From an optimization exercise on the open Yosys and OpenROAD flow, aimed at small area, a short achievable clock period and few clock cycles per item; shortcuts taken in it are not production practice.
Function was checked by simulation only, so behaviour that the tests miss may differ from the original.
No activity file was given, so power comes from the tool's default toggle rates.

==> exp/zinc: inputs <==
// pj_decoder
module pj_decoder (
    input  wire         clk,
    input  wire         rst,
    input  wire         in_valid,
    output wire         in_ready,
    input  wire [15:0]  rq,
    input  wire [5:0]   flen,
    input  wire [103:0] frame,
    output reg          out_valid,
    input  wire         out_ready,
    output reg  [4:0]   res,
    output reg          rnv_some,
    output reg          rnv_val,
    output reg  [191:0] rval
);
clock: 16.0 ns
lec_check: 0
cap_margin: 20
core_margin: 2
core_utilization: 65
cts_buf_list: sky130_fd_sc_hd__clkbuf_4 sky130_fd_sc_hd__clkbuf_8
slew_margin: 20
standard.sh (not shown) runs the stock make flow with config.mk's settings and CLKGATE_MAP_FILE= SYNTH_SCRIPT=/design/flow/synth_recipe.tcl, a recipe that flattens the netlist after the stock synthesis.
==> flow/flow/run.sh <==
#!/bin/bash
# The standard layout (standard.sh, unchanged synthesis and steps), with one
# change: the buffers that buffer_ports puts on the ports are
# sky130_fd_sc_hd__buf_2 cells on the inputs and sky130_fd_sc_hd__buf_1 cells
# on the outputs (flow/pre_gpl.tcl) instead of the cell it picks by default,
# and the resizer's timing repair aims at a setup slack of 9.4 ns (the
# constraints, clock period included, are the standard ones).
# make's full output goes to standard.log in this folder; each tool's own
# log is under orfs/logs/.
set -euo pipefail
export BUFFER_PORTS_ARGS="-inputs -buffer_cell sky130_fd_sc_hd__buf_2"
export PRE_GLOBAL_PLACE_TCL="$PWD/flow/pre_gpl.tcl"
export SETUP_SLACK_MARGIN=9.4
bash standard.sh > standard.log 2>&1
==> flow/flow/pre_gpl.tcl <==
# Runs just before global placement's own buffer_ports (which run.sh limits
# to the inputs): buffer every output port with a sky130_fd_sc_hd__buf_1.
buffer_ports -outputs -buffer_cell sky130_fd_sc_hd__buf_1
==> exp/sierra: changes against exp/zinc <==
--- a/flow/design.v
+++ b/flow/design.v
@@ -64,42 +64,41 @@
                 (~f2[6] & ((f2[4] & f2[3]) | f2[5])) |                           
                 ( f2[6] & ((f2[4:0] == 5'd0) |
                            f2[4] | (f2[3] & f2[2] & (f2[1] | f2[0])))) |         
                 (f3[2:0] == 3'd0) | (f4[4:0] == 5'd0) |
                 (f5[3:0] == 4'd0) | (f5[3] & f5[2] & (f5[1] | f5[0])) |          
                 (f6[6] & f6[5] & (f6[4] | f6[3] | f6[2]));                        
-    function [2:0] th_add;
-        input [2:0] a;
-        input [2:0] b;
-        th_add = {a[2] | b[2] | (a[1] & b[0]) | (a[0] & b[1]),
-                  a[1] | b[1] | (a[0] & b[0]),
-                  a[0] | b[0]};
+    function [1:0] sat_add;
+        input [1:0] a;
+        input [1:0] b;
+        sat_add = {a[1] | b[1] | (a[0] & b[0]), (a[0] ^ b[0]) | (a[1] & b[1]) |
+                   (a[1] & b[0]) | (a[0] & b[1])};
     endfunction
-    function [2:0] cnt8;
+    function [1:0] cnt8;
         input [7:0] m;
-        cnt8 = th_add(th_add(th_add({2'b00, m[0]}, {2'b00, m[1]}),
-                             th_add({2'b00, m[2]}, {2'b00, m[3]})),
-                      th_add(th_add({2'b00, m[4]}, {2'b00, m[5]}),
-                             th_add({2'b00, m[6]}, {2'b00, m[7]})));
+        cnt8 = sat_add(sat_add(sat_add({1'b0, m[0]}, {1'b0, m[1]}),
+                               sat_add({1'b0, m[2]}, {1'b0, m[3]})),
+                       sat_add(sat_add({1'b0, m[4]}, {1'b0, m[5]}),
+                               sat_add({1'b0, m[6]}, {1'b0, m[7]})));
     endfunction
     wire       dom  = f6[0];
     wire       per  = f6[1];
     wire       h12  = f6[2];
-    wire [2:0] hc = th_add(th_add(cnt8(f2), cnt8(f3)), cnt8(f4));
+    wire [1:0] hc = sat_add(sat_add(cnt8(f2), cnt8(f3)), cnt8(f4));
     wire       h_all = &{f4, f3, f2};
-    wire       h_one = hc[0] & ~hc[1];
-    wire       h_two = hc[1] & ~hc[2];
+    wire       h_one = (hc == 2'd1);
+    wire       h_two = (hc == 2'd2);
     wire       h_pm  = (f3[7:4] != 4'd0) | (f4 != 8'd0);
     wire       unkAh = ~(h_all | h_one | (h_two & ~h12));
     wire [2:0] hcode = h_all ? 3'd4 : h_two ? 3'd3 : ~h12 ? 3'd0 : h_pm ? 3'd2 : 3'd1;
     wire       h12v  = h_one & h12;
     wire [6:0] b5 = f5[6:0];
-    wire [2:0] dc = cnt8({1'b0, b5});
+    wire [1:0] dc = cnt8({1'b0, b5});
     wire       d_all = &b5;
-    wire       d_one = dc[0] & ~dc[1];
-    wire       d_two = dc[1] & ~dc[2];
+    wire       d_one = (dc == 2'd1);
+    wire       d_two = (dc == 2'd2);
     wire       unkAd = dom ? ((b5[6:5] != 2'd0) | (b5[4:0] == 5'd0))
                            : ~(d_all | d_one | d_two);
     wire [1:0] dcode = dom ? 2'd0 : d_all ? 2'd3 : d_two ? 2'd2 : 2'd1;
     wire unkA = sec_bad |
                 (per ? ((f1[5:0] == 6'd0) | (min_bad & (f1[1] | f1[0]))) : min_bad) |
                 unkAh | unkAd;
@@ -2339,26 +2338,21 @@
         .frame    (frame),
         .res      (d_res),
         .rnv_some (d_rnv_some),
         .rnv_val  (d_rnv_val),
         .rval     (d_rval)
     );
-    reg  out_valid_n;
-    wire load = out_valid_n || out_ready;
     assign in_ready = !out_valid || out_ready;
     always @(posedge clk) begin
-        if (rst) begin
-            out_valid   <= 1'b0;
-            out_valid_n <= 1'b1;
-        end else if (in_ready) begin
-            out_valid   <= in_valid;
-            out_valid_n <= !in_valid;
-        end
+        if (rst)
+            out_valid <= 1'b0;
+        else if (in_ready)
+            out_valid <= in_valid;
     end
     always @(posedge clk) begin
-        if (load) begin
+        if (in_ready) begin
             res      <= d_res;
             rnv_some <= d_rnv_some;
             rnv_val  <= d_rnv_val;
             rval     <= d_rval;
         end
     end
==> flow/run.sh (new file) <==
#!/bin/bash
# synth_recipe.tcl (not shown) runs the flow's synth.tcl, then flattens the netlist and writes it again
# the make line also repeats each setting of config.mk as NAME=value (left out here)
make -C /OpenROAD-flow-scripts/flow DESIGN_CONFIG=/design/flow/config.mk WORK_HOME=/design/flow/orfs CLKGATE_MAP_FILE= SYNTH_SCRIPT=/design/flow/synth_recipe.tcl finish
Settings changed: CORE_UTILIZATION 65 to 40, CTS_BUF_LIST sky130_fd_sc_hd__clkbuf_4 sky130_fd_sc_hd__clkbuf_8 to not set.
removed: flow/flow/run.sh
removed: flow/flow/pre_gpl.tcl
removed: flow/standard.sh
==> reports/qor.csv <==
metric,value,unit
status,timing/DRC/antenna clean,
met1 global-route usage,0.358,
Inserted Diodes,3,
Reg2Reg Setup Slack,13.35,ns
Worst Setup Slack post-DPL,6.92,ns
critical path capture point type,register,
Core Area,0.0346,mm2
(the above is from exp/sierra)
==> reports/qor.csv <==
metric,value,unit
"non-filler cells, final",1833,
met1 global-route usage,0.503,
critical path capture point type,output pin,
worst setup path class,input port to output pin,
Reg2Reg Setup Slack,13.63,ns
Tapcells,275,
Inserted Diodes,1,
Top Consumer,sequential cells,
status,timing/DRC/antenna clean,
final setup vio count,0,
Worst Setup Slack post-DPL,8.79,ns
(the above is from exp/zinc)
Testbench counts of exp/zinc, summed over its fixed seeds: cycles 8,008, items 8,000.
Testbench counts of exp/sierra, summed over its fixed seeds: cycles 8,008, items 8,000.

* * *

==> umber: inputs <==
pj_decoder again, from the RTL that the note above started with.
// pj_decoder
module pj_decoder (
    input  wire         clk,
    input  wire         rst,
    input  wire         in_valid,
    output wire         in_ready,
    input  wire [15:0]  rq,
    input  wire [5:0]   flen,
    input  wire [103:0] frame,
    output reg          out_valid,
    input  wire         out_ready,
    output reg  [4:0]   res,
    output reg          rnv_some,
    output reg          rnv_val,
    output reg  [191:0] rval
);
export LEC_CHECK = 0
export CAP_MARGIN = 20
export CORE_MARGIN = 2
export CORE_UTILIZATION = 65
export CTS_BUF_LIST = sky130_fd_sc_hd__clkbuf_4 sky130_fd_sc_hd__clkbuf_8
export SLEW_MARGIN = 20
create_clock -name core_clock -period 16.0 [get_ports {clk}]
==> flow/flow/run.sh <==
#!/bin/bash
# The standard layout (standard.sh, unchanged synthesis and steps), with one
# change: the buffers that buffer_ports puts on every input and output port
# are sky130_fd_sc_hd__buf_2 cells instead of the cell it picks by default.
# make's full output goes to standard.log in this folder; each tool's own
# log is under orfs/logs/.
set -euo pipefail
export BUFFER_PORTS_ARGS="-buffer_cell sky130_fd_sc_hd__buf_2"
bash standard.sh > standard.log 2>&1
==> juniper (differences from umber) <==
CORE_UTILIZATION = 40   (was 65)
CTS_BUF_LIST = default   (was sky130_fd_sc_hd__clkbuf_4 sky130_fd_sc_hd__clkbuf_8)
==> comparison <==
Flip-flop and latch count is the same in juniper and umber. Of umber and juniper, umber has the higher hold slack (gap 17 ps). Register-to-register slack: umber is higher than juniper (90 ps). Fmax: juniper is smaller than umber (0.93%). Sequential power is about the same in umber and juniper. Of juniper and umber, umber has the higher utilization (gap 28 points). In umber the cell area is lower than in juniper, by about 2.3%. Synthesized cell count is the same in juniper and umber. Of juniper and umber, umber has the higher sequential share of layout area (gap 0.61 points).
==> figures <==
Clock-pin transition on the worst setup and hold timing paths: umber 90 ps; juniper 70 ps
Routed vias/inst: umber 6.470; juniper 5.615
PwrDens: umber 72.12 mW/mm²; juniper 73.82 mW/mm²
Result of the run: umber complete, no violations; juniper complete, no violations
Share of cell area taken by flip-flops and latches: umber 26.69%; juniper 26.08%
Die height: umber 150.8 µm; juniper 191.1 µm
Power of the clock network: umber 0.334 mW; juniper 0.389 mW
Internal power contribution: umber 0.7258 mW; juniper 0.7697 mW
DPL Wire Length: umber 32.98 mm; juniper 35.71 mm
Vias in the first global route: umber 12,230; juniper 11,920
# fillers: umber 1,570; juniper 3,426
Switching part of the total power: umber 35.34%; juniper 34.54%
Critical Path Stages: umber 12; juniper 13
Final core area utilization: umber 73.82%; juniper 46.12%
Wire length reported by the detailed router: umber 43.84 mm; juniper 46.12 mm
Share of power burned in combinational logic: umber 33.1%; juniper 31.4%
Die footprint: umber 0.02274 mm²; juniper 0.03653 mm²
Total chip power: umber 1.123 mW; juniper 1.176 mW
Post-route standard cell area excluding fillers: umber 0.01557 mm²; juniper 0.01593 mm²
Grt met2 use: umber 60.61%; juniper 41.47%
Testbench counts of umber, summed over its fixed seeds: cycles 8,008, items 8,000.
Testbench counts of juniper, summed over its fixed seeds: cycles 8,008, items 8,000.

==> afterwards: timing with drivers on the ports <==
Ports are ideal in the flow. The routed layouts listed here were re-timed in OpenROAD.
Step 1 assumes that a clkbuf_16 drives the clock port and a buf_2 every other input.
Step 2 moves the port delays by t, midway between the first and last clock arrival at a register: inputs arrive t later, outputs are due t later. That takes back most of the time a late clock gives input paths.
Three values: ideal, step 1, step 2; two values: the first two.
run | shift t [ns] | slack for setup (ns) | hold WS [ns]
exp/zinc | 0.512 | 9.336 / 9.303 / 8.883 | 0.454 / 0.454 / 0.454
exp/sierra | 0.485 | 7.306 / 7.331 / 6.846 | 1.037 / 1.037 / 1.037
umber | 0.517 | 9.051 / 9.066 / 8.549 | 0.467 / 0.467 / 0.467
juniper | 0.499 | 8.986 / 9.015 / 8.516 | 0.450 / 0.450 / 0.450
After both steps every run listed still meets setup and hold. For umber, which loses most, drivers alone change the setup slack by +0.015 ns; drivers and shift together by -0.502 ns.
